What follows belongs to an exercise in optimizing a design on an open flow for small area; a production flow would make more cautious choices.
At most, simulation tests tie the RTL to the original design; equivalence was not proved.
The flow treats the clock pin as an ideal source, which a real chip does not have.
Power and IR drop assume default switching activity.

## run A
// fdc_mapper
module fdc_mapper (
    input             clk,
    input             rst,           
    input             req_valid,
    output            req_ready,
    input      [7:0]  heads,
    input      [15:0] tracks,
    input      [15:0] spt,           
    input      [15:0] first_sector,
    input      [15:0] sector_size,
    input             interleaved,
    input             sides_swapped,
    input             reverse_side0,
    input             reverse_side1,
    input      [7:0]  track,
    input             side,
    input      [7:0]  sector,
    output reg        rsp_valid,
    output     [63:0] offset,
    output     [1:0]  err,           
    output            past_end       
);
Size in the first run: ~410 cells after synthesis, about 150 flip-flops, about 5700 sq um of cells after synthesis.
Settings: LEC_CHECK=0, CAP_MARGIN=20, CORE_MARGIN=2, CORE_UTILIZATION=40, SLEW_MARGIN=20; clock period 25.0 ns.
standard.sh (not shown) runs the stock make flow with config.mk's settings and CLKGATE_MAP_FILE= SYNTH_SCRIPT=/design/flow/synth_recipe.tcl, a recipe that flattens the netlist after the stock synthesis.
==> flow/flow/run.sh <==
#!/bin/bash
# The standard layout, with the smallest plain buffer on the ports and a
# clock tree of small buffers without dummy loads.
set -euo pipefail
export BUFFER_PORTS_ARGS="-buffer_cell sky130_fd_sc_hd__buf_1"
export CTS_ARGS="-sink_clustering_enable -repair_clock_nets -dont_use_dummy_load -root_buf sky130_fd_sc_hd__clkbuf_8 -buf_list sky130_fd_sc_hd__clkbuf_4"
bash standard.sh > standard.log 2>&1
Run A: no failed stages, no open violations at the end
For run B, these inputs were changed with respect to run A:
==> flow/flow/run.sh <==
#!/bin/bash
# The standard layout, with the smallest plain buffer on the ports and a
# clock tree of small buffers without dummy loads.
set -euo pipefail
export BUFFER_PORTS_ARGS="-buffer_cell sky130_fd_sc_hd__buf_1"
export CTS_ARGS="-sink_clustering_enable -repair_clock_nets -dont_use_dummy_load -buf_list sky130_fd_sc_hd__clkbuf_8"
bash standard.sh > standard.log 2>&1
[summary]
Taking run A as the reference, in run B wire length of the first global-routing pass went up by about 0.33%, net switching fraction of the power went down by 0.90 points, cell area after layout went up by 1.5%, proportion of cell area spent on the clock network went up by 1.5 points. Between run B and run A, sequential share of layout area is higher for run A, run B comes in under that.
--- input diff run B..run C ---
==> flow/flow/run.sh <==
#!/bin/bash
# The standard layout, with the smallest plain buffer on the ports and a
# clock tree of small buffers without dummy loads.
set -euo pipefail
export BUFFER_PORTS_ARGS="-buffer_cell sky130_fd_sc_hd__buf_1"
export CTS_ARGS="-sink_clustering_enable -repair_clock_nets -dont_use_dummy_load -buf_list sky130_fd_sc_hd__clkbuf_4 -sink_buffer_max_cap_derate 0.5"
bash standard.sh > standard.log 2>&1
Notes after the runs:
Run C | stages: all done | timing, DRC, antenna: all pass
Comparing run B against run C, there is no change at all in post-layout net count.
On reported combinational group power, run B tracks run C almost exactly.
Run C: register-to-register slack is 0.03 ns higher than what run B reported.
NOTE: clock share of power in run C falls short of that of run B
Run C vs run B, minimum clock period after layout went down by 0.094 ns.
Run C: final wirelength 1.1% below run B
[run C] combinational fraction of design power rose 1.0 points relative to run B
Relative to run B, clock-pin slew of the registers on the worst-case setup and hold paths has increased by 0.05 ns in run C.
Run C ended up with a lower cell-internal power than run B did.
Row fraction of the core area covered by cells at the end of the flow: run C lower / run B higher

---

job 9392:
fdc_mapper, a different RTL version from the one above (not shown whole).
For scale: about 130 flip-flops, about 170 I/O pins.
==> flow/config.mk <==
export PLATFORM = sky130hd
export DESIGN_NAME = fdc_mapper
export DESIGN_NICKNAME = fdc_mapper
export VERILOG_FILES = /design/flow/design.v
export SDC_FILE = /design/flow/constraint.sdc
export NUM_CORES = 4
export LEC_CHECK = 0
export CAP_MARGIN = 20
export CORE_MARGIN = 2
export CORE_UTILIZATION = 40
export SLEW_MARGIN = 20
==> flow/constraint.sdc <==
create_clock -name core_clock -period 25.0 [get_ports {clk}]
set_input_delay 5.0000 -clock core_clock [delete_from_list [all_inputs] [get_ports {clk}]]
set_output_delay 5.0000 -clock core_clock [all_outputs]
set_load 0.01 [all_outputs]
==> flow/flow/run.sh <==
#!/bin/bash
# The standard layout, with the smallest plain buffer on the ports and a
# clock tree of small buffers without dummy loads; leaf buffers with a
# high clock slew are upsized after CTS.
set -euo pipefail
export BUFFER_PORTS_ARGS="-buffer_cell sky130_fd_sc_hd__buf_1"
export CTS_ARGS="-sink_clustering_enable -sink_clustering_size 20 -sink_clustering_max_diameter 120 -sink_clustering_levels 1 -repair_clock_nets -dont_use_dummy_load -root_buf sky130_fd_sc_hd__clkbuf_16 -buf_list sky130_fd_sc_hd__clkbuf_4"
export POST_CTS_TCL="$PWD/flow/post_cts.tcl"
bash standard.sh > standard.log 2>&1
==> flow/flow/post_cts.tcl <==
estimate_parasitics -placement
# slews are in ns
set up 0
foreach inst [get_cells -filter "ref_name == sky130_fd_sc_hd__clkbuf_4"] {
  set out [get_pins -of_objects $inst -filter "direction == output"]
  set worst 0
  foreach p [get_pins -of_objects [get_nets -of_objects $out] -filter "direction == input"] {
    foreach e {rise fall} {
      set s [get_property $p slew_max_$e]
      if {$s > $worst} { set worst $s }
    }
  }
  if {$worst > 0.095} {
    replace_cell $inst [lindex [get_lib_cells */sky130_fd_sc_hd__clkbuf_8] 0]
    incr up
  }
}
puts "post_cts: $up clock buffers upsized"
if {$up > 0} {
  detailed_placement
  check_placement -verbose
  estimate_parasitics -placement
}
Every stage of the flow completed for job 9392, and the final layout passed the timing, design-rule and antenna checks.
Inputs modified between job 9392 and job 999:
==> flow/flow/run.sh <==
#!/bin/bash
# The standard layout, with the smallest plain buffer on the ports and a
# clock tree of small buffers without dummy loads; leaf buffers with a
# high clock slew are upsized after CTS.
set -euo pipefail
export BUFFER_PORTS_ARGS="-buffer_cell sky130_fd_sc_hd__buf_1"
export CTS_ARGS="-repair_clock_nets -dont_use_dummy_load -root_buf sky130_fd_sc_hd__clkbuf_16 -buf_list sky130_fd_sc_hd__clkbuf_4"
export POST_CTS_TCL="$PWD/flow/post_cts.tcl"
bash standard.sh > standard.log 2>&1
==> run notes <==
Delta (job 999 minus job 9392): via count held steady, share of power burned in combinational logic held steady.
From job 9392 to job 999, number of I/O port buffers did not move at all.
Diff job 9392 -> job 999: number of tap instances barely changed, effective utilization at floorplan was more or less identical.
The inputs of job 9243 differ from those of job 999 as listed below.
--- a/flow/flow/run.sh
+++ b/flow/flow/run.sh
@@ -5,5 +5,5 @@
 set -euo pipefail
 export BUFFER_PORTS_ARGS="-buffer_cell sky130_fd_sc_hd__buf_1"
-export CTS_ARGS="-repair_clock_nets -dont_use_dummy_load -root_buf sky130_fd_sc_hd__clkbuf_16 -buf_list sky130_fd_sc_hd__clkbuf_4"
+export CTS_ARGS="-sink_clustering_enable -repair_clock_nets -dont_use_dummy_load -root_buf sky130_fd_sc_hd__clkbuf_16 -buf_list sky130_fd_sc_hd__clkbuf_4"
 export POST_CTS_TCL="$PWD/flow/post_cts.tcl"
 bash standard.sh > standard.log 2>&1
==> comparison <==
- Re via count: no difference whatsoever between job 9243 and job 999.
- Changes observed in job 9243 relative to job 999: leakage power total did not really move; power saw little to no change; non-clock buffer total of the final layout neither gained nor lost much; net switching fraction of the power held steady.
- The number of clock buffers in the layout on job 9243 is in line with that on job 999.
- Reported for job 999 and job 9243, flop and latch count out of synthesis turned out identical to the last digit.
- Re worst setup slack: no difference whatsoever between job 999 and job 9243.

---

fdc_mapper, a different RTL version from the one above (not shown whole).
Size: ~510 cells after synthesis, roughly 150 flip-flops, roughly 6200 sq um of cells after synthesis.
Settings: LEC_CHECK=0, CAP_MARGIN=20, CORE_MARGIN=2, CORE_UTILIZATION=40, SLEW_MARGIN=20; clock period 25.0 ns.
==> flow/flow/run.sh <==
#!/bin/bash
# The standard layout, with the smallest plain buffer on the ports and a
# clock tree of small buffers without dummy loads.
set -euo pipefail
export BUFFER_PORTS_ARGS="-buffer_cell sky130_fd_sc_hd__buf_1"
export CTS_ARGS="-sink_clustering_enable -repair_clock_nets -dont_use_dummy_load -buf_list sky130_fd_sc_hd__clkbuf_8"
bash standard.sh > standard.log 2>&1
Then changed:
==> flow/flow/run.sh (replaced) <==
#!/bin/bash
# The standard layout, with the smallest plain buffer on the ports and a
# clock tree of small buffers without dummy loads.
set -euo pipefail
export BUFFER_PORTS_ARGS="-buffer_cell sky130_fd_sc_hd__buf_1"
export CTS_ARGS="-sink_clustering_enable -repair_clock_nets -dont_use_dummy_load -buf_list {sky130_fd_sc_hd__clkbuf_4 sky130_fd_sc_hd__clkbuf_8}"
bash standard.sh > standard.log 2>&1
The changed run passed the timing, design-rule and antenna checks.
Worst setup slack is unchanged.
Global-route usage does not change.
Clock power is about the same.
Final cell count stays the same.
Area after synthesis is unchanged.
Combinational power is about the same.
Wire length stays the same.
Worst hold slack is unchanged.
Count of clock-buffer cells in the layout is unchanged.
Sequential power hardly moves.
Via count stays the same.

---

== old ==
Another version of the RTL of fdc_mapper (not shown whole).
For scale: ~150 flip-flops, ~5700 µm² of cells after synthesis.
==> flow/config.mk <==
export PLATFORM = sky130hd
export DESIGN_NAME = fdc_mapper
export DESIGN_NICKNAME = fdc_mapper
export VERILOG_FILES = /design/flow/design.v
export SDC_FILE = /design/flow/constraint.sdc
export NUM_CORES = 4
export LEC_CHECK = 0
export CAP_MARGIN = 20
export CORE_MARGIN = 2
export CORE_UTILIZATION = 40
export SLEW_MARGIN = 20
==> flow/constraint.sdc <==
create_clock -name core_clock -period 25.0 [get_ports {clk}]
set_input_delay 5.0000 -clock core_clock [delete_from_list [all_inputs] [get_ports {clk}]]
set_output_delay 5.0000 -clock core_clock [all_outputs]
set_load 0.01 [all_outputs]
==> flow/flow/run.sh <==
#!/bin/bash
# The standard layout, with the smallest plain buffer on the ports and a
# clock tree of small buffers without dummy loads.
set -euo pipefail
export BUFFER_PORTS_ARGS="-buffer_cell sky130_fd_sc_hd__buf_1"
export CTS_ARGS="-sink_clustering_enable -repair_clock_nets -dont_use_dummy_load -buf_list sky130_fd_sc_hd__clkbuf_8 -sink_clustering_size 30 -sink_clustering_max_diameter 200"
bash standard.sh > standard.log 2>&1
The following lists how new was set up differently from old:
==> flow/flow/run.sh <==
#!/bin/bash
# The standard layout, with the smallest plain buffer on the ports and a
# clock tree of small buffers without dummy loads.
set -euo pipefail
export BUFFER_PORTS_ARGS="-buffer_cell sky130_fd_sc_hd__buf_1"
export CTS_ARGS="-sink_clustering_enable -repair_clock_nets -dont_use_dummy_load -buf_list sky130_fd_sc_hd__clkbuf_16 -sink_clustering_size 40 -sink_clustering_max_diameter 300"
bash standard.sh > standard.log 2>&1
[summary]
- [compare] base=old new=new: part of the cycle the worst path needs saw little to no change, buffering overhead shrank by 0.26 points, global-route usage did not really move.
No run of this note included a check of the RTL's function; only the layout flow was run.

afterwards: timing with drivers on the ports:
No port has a modelled driver above. Below, the same layouts with a new extraction and two added sets of constraints.
Step 1, drivers: a clkbuf_16 drives clk and a buf_2 each remaining input, both assumed.
Step 2 also shifts input and output timing later by t, the mid clock arrival at the registers, as if the neighbouring blocks saw the same clock.
a / b / c = ideal / step 1 / step 2; a / b = the first two.
| run | shift t [ns] | setup WS [ns] | worst register clock-pin slew, ns | worst data-port slew with drivers (ns) | pins driven straight from the clock port |
|---|---|---|---|---|---|
| run A | 0.450 | 16.901 / 16.910 / 16.460 | 0.12 / 0.12 | 0.06 | 1 |
| run B | 0.469 | 16.919 / 16.931 / 16.462 | 0.08 / 0.08 | 0.06 | 1 |
| run C | 0.567 | 17.013 / 17.024 / 16.458 | 0.12 / 0.12 | 0.06 | 1 |
| job 9392 | 0.390 | 14.845 / 14.862 / 14.472 | 0.09 / 0.09 | 0.06 | 1 |
| job 999 | 0.390 | 14.845 / 14.862 / 14.472 | 0.09 / 0.09 | 0.06 | 1 |
| job 9243 | 0.390 | 14.845 / 14.862 / 14.472 | 0.09 / 0.09 | 0.06 | 1 |
| the first run of note 3 | 0.458 | 17.967 / 17.930 / 18.383 | 0.09 / 0.09 | 0.05 | 1 |
| the second run of note 3 | 0.458 | 17.967 / 17.930 / 18.383 | 0.09 / 0.09 | 0.05 | 1 |
| old | 0.459 | 16.981 / 16.994 / 16.535 | 0.08 / 0.08 | 0.05 | 1 |
| new | 0.441 | 16.961 / 16.977 / 16.536 | 0.06 / 0.06 | 0.05 | 1 |
After both steps setup and hold are still met in every run listed. For run C, which loses most, drivers alone change the setup slack by +0.011 ns; drivers and shift together by -0.555 ns.
